This is an optimization exercise on Yosys and OpenROAD, whose aim is small area, a short achievable clock period and few clock cycles, not a production implementation. In this exercise RTL edits were held to simulation tests only and were not proved equivalent to the original. Power figures rest on the tool's default switching activity, not on a simulated workload.

==> flow/design.v (excerpt) <==
module muisti_core #(
    parameter integer  CAP            = 64,     
    parameter integer  REG_CAP        = 8,      
    parameter integer  Q_CAP          = 8,      
    parameter [31:0]   TIMEOUT        = 32'd5000,
    parameter [31:0]   FLUSH_INTERVAL = 32'd1000
) (
    input  wire        clk,
    input  wire        rst,
    input  wire        cmd_valid,
    output wire        cmd_ready,
    input  wire [9:0]  cmd,
    input  wire [31:0] now,
    output wire        ev_valid,
    output wire [1:0]  ev_kind,        
    output wire [7:0]  ev_code,        
    output wire [95:0] ev_tag,         
    output wire [7:0]  ev_ant,
    output wire [31:0] ev_strength,    
    output wire        stop_ack_valid,
    output wire        stop_ack_ok,
    output wire        assembling
);
    localparam [7:0] S0 = 8'hA5, S1 = 8'h5A, E0 = 8'h0D, E1 = 8'h0A;
    localparam [7:0] OP_TAG_SEEN = 8'h83, OP_STOP_ACK = 8'h8D;
    localparam [3:0] W_ASM_OVERFLOW = 4'd1, W_ASM_RESYNC = 4'd2,
                     W_REJ_LENGTH = 4'd5, W_REJ_CHECKSUM = 4'd6,
                     W_REG_FULL = 4'd7, W_QUEUE_FULL = 4'd8;
    localparam [1:0] EV_WARN = 2'd0, EV_SEEN = 2'd1, EV_GONE = 2'd2;
    integer i, k;
    function [31:0] sub32(input [31:0] a, input [31:0] b);
        reg [31:0] p, g, gp, pp, gn, pn;
        integer l, m;
        begin
            p  = a ^ ~b;
            g  = a & ~b;
            gp = g;
            pp = p;
            gp[0] = g[0] | p[0];                 
  ...
Size: ~2600 flip-flops, ~110000 um2 of cells after synthesis.
make LEC_CHECK=0 ABC_CLOCK_PERIOD_IN_PS=4000 CAP_MARGIN=20 CORE_MARGIN=2 CORE_UTILIZATION=55 PLACE_DENSITY=0.7 SETUP_SLACK_MARGIN=4 SLEW_MARGIN=20 finish   # period 10.0 ns
run.sh (not shown) runs the stock make flow with config.mk's settings and CLKGATE_MAP_FILE= SYNTH_SCRIPT=/design/flow/synth_recipe.tcl, a recipe that flattens the netlist after the stock synthesis.
Testbench counts at the start, summed over its fixed seeds: cycles 37,305.
Edit:
ABC_CLOCK_PERIOD_IN_PS = 3500   (was 4000)
CORE_UTILIZATION = 40   (was 55)
PLACE_DENSITY = 0.6   (was 0.7)
SETUP_SLACK_MARGIN = 5   (was 4)
Clock-buffer cell count goes down by 21.
Combinational power goes up by 11%.
Clock power goes up by about 5%.

---

muisti_core, a different RTL version from the one above (not shown whole).
Size in the first run: ~2700 flip-flops, about 200 I/O pins, about 0.11 mm^2 of cells after synthesis.
export LEC_CHECK = 0
export ABC_CLOCK_PERIOD_IN_PS = 3500
export CAP_MARGIN = 20
export CORE_MARGIN = 2
export CORE_UTILIZATION = 68
export CTS_CLUSTER_DIAMETER = 90
export CTS_CLUSTER_SIZE = 25
export PLACE_DENSITY = 0.78
export SETUP_SLACK_MARGIN = 5
export SLEW_MARGIN = 20
create_clock -name core_clock -period 10.0 [get_ports {clk}]
standard.sh (not shown) runs the stock make flow with config.mk's settings and CLKGATE_MAP_FILE= SYNTH_SCRIPT=/design/flow/synth_recipe.tcl, a recipe that flattens the netlist after the stock synthesis.
==> flow/flow/run.sh <==
#!/bin/bash
set -euo pipefail
sed -E 's/SETUP_SLACK_MARGIN=[0-9.]+/SETUP_SLACK_MARGIN=6.5/' standard.sh > standard_m65.sh
grep -q 'SETUP_SLACK_MARGIN=6.5' standard_m65.sh
bash standard_m65.sh > flow_make.log 2>&1
The first run finished but fails on max-capacitance violations, max-slew violations.
Testbench counts at the start, summed over its fixed seeds: cycles 37,485.
Edit:
==> flow/flow/run.sh (replaced) <==
#!/bin/bash
set -euo pipefail
sed -E 's/SETUP_SLACK_MARGIN=[0-9.]+/SETUP_SLACK_MARGIN=7/' standard.sh > standard_m7.sh
grep -q 'SETUP_SLACK_MARGIN=7' standard_m7.sh
bash standard_m7.sh > flow_make.log 2>&1
Settings changed: CORE_UTILIZATION 68 to 60, PLACE_DENSITY 0.78 to 0.72.
After rerunning: The changed run ran to the end with no violations. Cell count came out higher by a few percent. Register-to-register slack is worse by 0.02 ns. Synthesized area stays the same. Total power grows slightly. Wire length goes up by a few percent. Cell area increases by a few percent. Maximum frequency is lower slightly. Via count increases slightly. Combinational power grows by about a fifth.

---

== pine ==
muisti_core, a different RTL version from the one above (not shown whole).
Size: ~7200 cells after synthesis, ~2700 flip-flops, about 200 I/O pins.
Settings: LEC_CHECK=0, ABC_CLOCK_PERIOD_IN_PS=3500, CAP_MARGIN=20, CORE_MARGIN=2, CORE_UTILIZATION=60, CTS_CLUSTER_DIAMETER=90, CTS_CLUSTER_SIZE=25, PLACE_DENSITY=0.72, SETUP_SLACK_MARGIN=5, SLEW_MARGIN=20; clock period 10.0 ns.
==> flow/flow/run.sh <==
#!/bin/bash
set -euo pipefail
sed -E 's/SETUP_SLACK_MARGIN=[0-9.]+/SETUP_SLACK_MARGIN=6/' standard.sh > standard_m6.sh
grep -q 'SETUP_SLACK_MARGIN=6' standard_m6.sh
bash standard_m6.sh > flow_make.log 2>&1
Having completed the whole flow, pine delivered a layout that passed the timing, design-rule and antenna checks.
Testbench counts of pine, summed over its fixed seeds: cycles 37,485.
diff inputs: pine => cedar
- swapping 0.72 for 0.78 in PLACE_DENSITY
- swapping 60 for 68 in CORE_UTILIZATION
- swapping 25 for 30 in CTS_CLUSTER_SIZE
- swapping 90 for 100 in CTS_CLUSTER_DIAMETER
==> flow/run.sh (new file) <==
#!/bin/bash
# synth_recipe.tcl (not shown) runs the flow's synth.tcl, then flattens the netlist and writes it again
# the make line also repeats each setting of config.mk as NAME=value (left out here)
make -C /OpenROAD-flow-scripts/flow DESIGN_CONFIG=/design/flow/config.mk WORK_HOME=/design/flow/orfs CLKGATE_MAP_FILE= SYNTH_SCRIPT=/design/flow/synth_recipe.tcl finish
removed: flow/flow/run.sh
removed: flow/standard.sh
Results
Every run in the comparison, pine and cedar, completed the flow with a clean layout.
pine → cedar: clock buffer count went down; number of tapcells went down; hold slack went down.

---

== wip/fjord ==
muisti_core, a different RTL version from the one above (not shown whole).
Size in the first run: about 7400 cells after synthesis, about 200 I/O pins, ~0.11 sq mm of cells after synthesis.
clock: 10.0 ns
lec_check: 0
abc_clock_period_in_ps: 3500
cap_margin: 35
core_margin: 2
core_utilization: 60
cts_cluster_diameter: 90
cts_cluster_size: 25
place_density: 0.72
setup_slack_margin: 5
slew_margin: 35
==> flow/flow/run.sh <==
#!/bin/bash
set -euo pipefail
sed -E 's/SETUP_SLACK_MARGIN=[0-9.]+/SETUP_SLACK_MARGIN=6.5/' standard.sh > standard_m65.sh
grep -q 'SETUP_SLACK_MARGIN=6.5' standard_m65.sh
bash standard_m65.sh > flow_make.log 2>&1
Testbench counts of wip/fjord, summed over its fixed seeds: cycles 37,485.
diff inputs: wip/fjord => wip/raven
# wip/fjord
export LEC_CHECK = 0
export ABC_CLOCK_PERIOD_IN_PS = 3500
export CAP_MARGIN = 35
export CORE_MARGIN = 2
export CORE_UTILIZATION = 60
export CTS_CLUSTER_DIAMETER = 90
export CTS_CLUSTER_SIZE = 25
export PLACE_DENSITY = 0.72
export SETUP_SLACK_MARGIN = 5
export SLEW_MARGIN = 35
create_clock -name core_clock -period 10.0 [get_ports {clk}]
# wip/raven
export LEC_CHECK = 0
export ABC_CLOCK_PERIOD_IN_PS = 3500
export CAP_MARGIN = 20
export CORE_MARGIN = 2
export CORE_UTILIZATION = 60
export CTS_CLUSTER_DIAMETER = 90
export CTS_CLUSTER_SIZE = 25
export PLACE_DENSITY = 0.72
export SETUP_SLACK_MARGIN = 5
export SLEW_MARGIN = 20
create_clock -name core_clock -period 10.0 [get_ports {clk}]
==> flow/flow/run.sh <==
#!/bin/bash
set -euo pipefail
sed -E 's/SETUP_SLACK_MARGIN=[0-9.]+/SETUP_SLACK_MARGIN=7/' standard.sh > standard_m7.sh
grep -q 'SETUP_SLACK_MARGIN=7' standard_m7.sh
bash standard_m7.sh > flow_make.log 2>&1
Results
Total power (higher): wip/raven
Number of buffers outside the clock class in the layout: wip/raven vs wip/fjord up about 70%
The setup slack of wip/raven is larger than that of wip/fjord.
Comparing wip/raven against wip/fjord, there is no change at all in synthesized area.
Diff wip/fjord -> wip/raven: total via count after detailed routing now larger; internal power component saw an increase.
Changes observed in wip/raven relative to wip/fjord: total congestion overflow neither gained nor lost much, first-pass GRT wire length picked up an extra 6.6%, share of post-route cells with drive strength above 1 picked up an extra 9.8 points, total track usage picked up an extra 2.6 points, core utilization picked up an extra 4.0 points.
Input changes introduced in wip/onyx (baseline for comparison: wip/raven):
==> flow/flow/run.sh <==
#!/bin/bash
set -euo pipefail
sed -E 's/SETUP_SLACK_MARGIN=[0-9.]+/SETUP_SLACK_MARGIN=6.5/' standard.sh > standard_m65.sh
grep -q 'SETUP_SLACK_MARGIN=6.5' standard_m65.sh
bash standard_m65.sh > flow_make.log 2>&1
[summary]
wip/raven ended with every stage complete and zero timing, DRC or antenna violations. Layout checks on wip/onyx: not met. Flow itself completed; violations: max-capacitance violations, max-slew violations. Compare wip/onyx and wip/raven | max-slew violation count higher: wip/onyx. Pre-CTS setup slack delta (wip/onyx − wip/raven): favourable. Ratio of final minimum period to clock period, wip/onyx and wip/raven: smaller value in wip/raven. Combinational share of power for wip/onyx: 1.6 points down relative to wip/raven. wip/onyx leaves less setup margin than wip/raven. wip/onyx: minimum clock period after layout is 0.063 ns higher than what wip/raven reported. wip/onyx — total of clock buffers placed in the layout 3 lower, wip/raven as reference.
--- input diff wip/onyx..wip/juniper ---
# wip/onyx
export LEC_CHECK = 0
export ABC_CLOCK_PERIOD_IN_PS = 3500
export CAP_MARGIN = 20
export CORE_MARGIN = 2
export CORE_UTILIZATION = 60
export CTS_CLUSTER_DIAMETER = 90
export CTS_CLUSTER_SIZE = 25
export PLACE_DENSITY = 0.72
export SETUP_SLACK_MARGIN = 5
export SLEW_MARGIN = 20
create_clock -name core_clock -period 10.0 [get_ports {clk}]
# wip/juniper
export LEC_CHECK = 0
export ABC_CLOCK_PERIOD_IN_PS = 3500
export CAP_MARGIN = 35
export CORE_MARGIN = 2
export CORE_UTILIZATION = 66
export CTS_CLUSTER_DIAMETER = 90
export CTS_CLUSTER_SIZE = 25
export PLACE_DENSITY = 0.76
export SETUP_SLACK_MARGIN = 5
export SLEW_MARGIN = 35
create_clock -name core_clock -period 10.0 [get_ports {clk}]
Notes after the runs:
Compared wip/onyx against wip/juniper; area growth from synthesis to layout within noise.
Cmp wip/juniper vs wip/onyx: final critical delay including setup and external delays lower in wip/juniper
Compared with wip/onyx, wip/juniper shows global-route usage higher by 2.7 points.
Detailed route wirelength on metal3 (wip/juniper vs. wip/onyx) increases by a little under 10%
Compared wip/juniper against wip/onyx; power dissipated in combinational cells within noise.
Wire length of the first global-routing pass (wip/juniper vs. wip/onyx) decreases slightly
Summary: worst hold slack, wip/juniper better than wip/onyx
Changes observed in wip/juniper relative to wip/onyx: total placed instance area neither gained nor lost much; total vias in the final route picked up an extra 0.84%.
wip/juniper finished every stage and its layout cleared the timing, design-rule and antenna checks.

static timing again, ports no longer ideal:
No port has a modelled driver above. Below, the same layouts with a new extraction and two added sets of constraints. Step 1, drivers: a clkbuf_16 drives clk and a buf_2 each remaining input, both assumed. Step 2, shift: input delay + t, output delay - t, t = (earliest + latest rising clock arrival at the registers) / 2. This alone moves slack from input paths to output paths. Three values: ideal, step 1, step 2; two values: the first two.
run | t (ns) | setup slack, ns | worst setup path at the end | worst data-port slew with drivers (ns)
the first run of note 1 | 1.044 | 3.933 / 3.936 / 2.960 | input to register | 0.06
the second run of note 1 | 1.034 | 4.257 / 4.257 / 3.435 | input to register | 0.14
the first run of note 2 | 0.893 | 5.850 / 5.850 / 5.193 | input to register | 0.16
the second run of note 2 | 0.910 | 5.835 / 5.835 / 5.203 | input to register | 0.13
pine | 0.893 | 5.441 / 5.441 / 4.979 | input to register | 0.06
cedar | 0.856 | 4.846 / 4.846 / 4.158 | input to register | 0.05
wip/fjord | 0.923 | 5.986 / 6.048 / 5.124 | input to register | 0.06
wip/raven | 0.918 | 6.008 / 6.041 / 5.123 | input to register | 0.07
wip/onyx | 0.896 | 5.946 / 5.998 / 5.102 | input to register | 0.06
wip/juniper | 0.885 | 6.080 / 5.999 / 5.114 | input to register | 0.23
The setup slack of the first run of note 1, which loses most, moves by +0.003 ns with the drivers and by -0.973 ns with both steps.
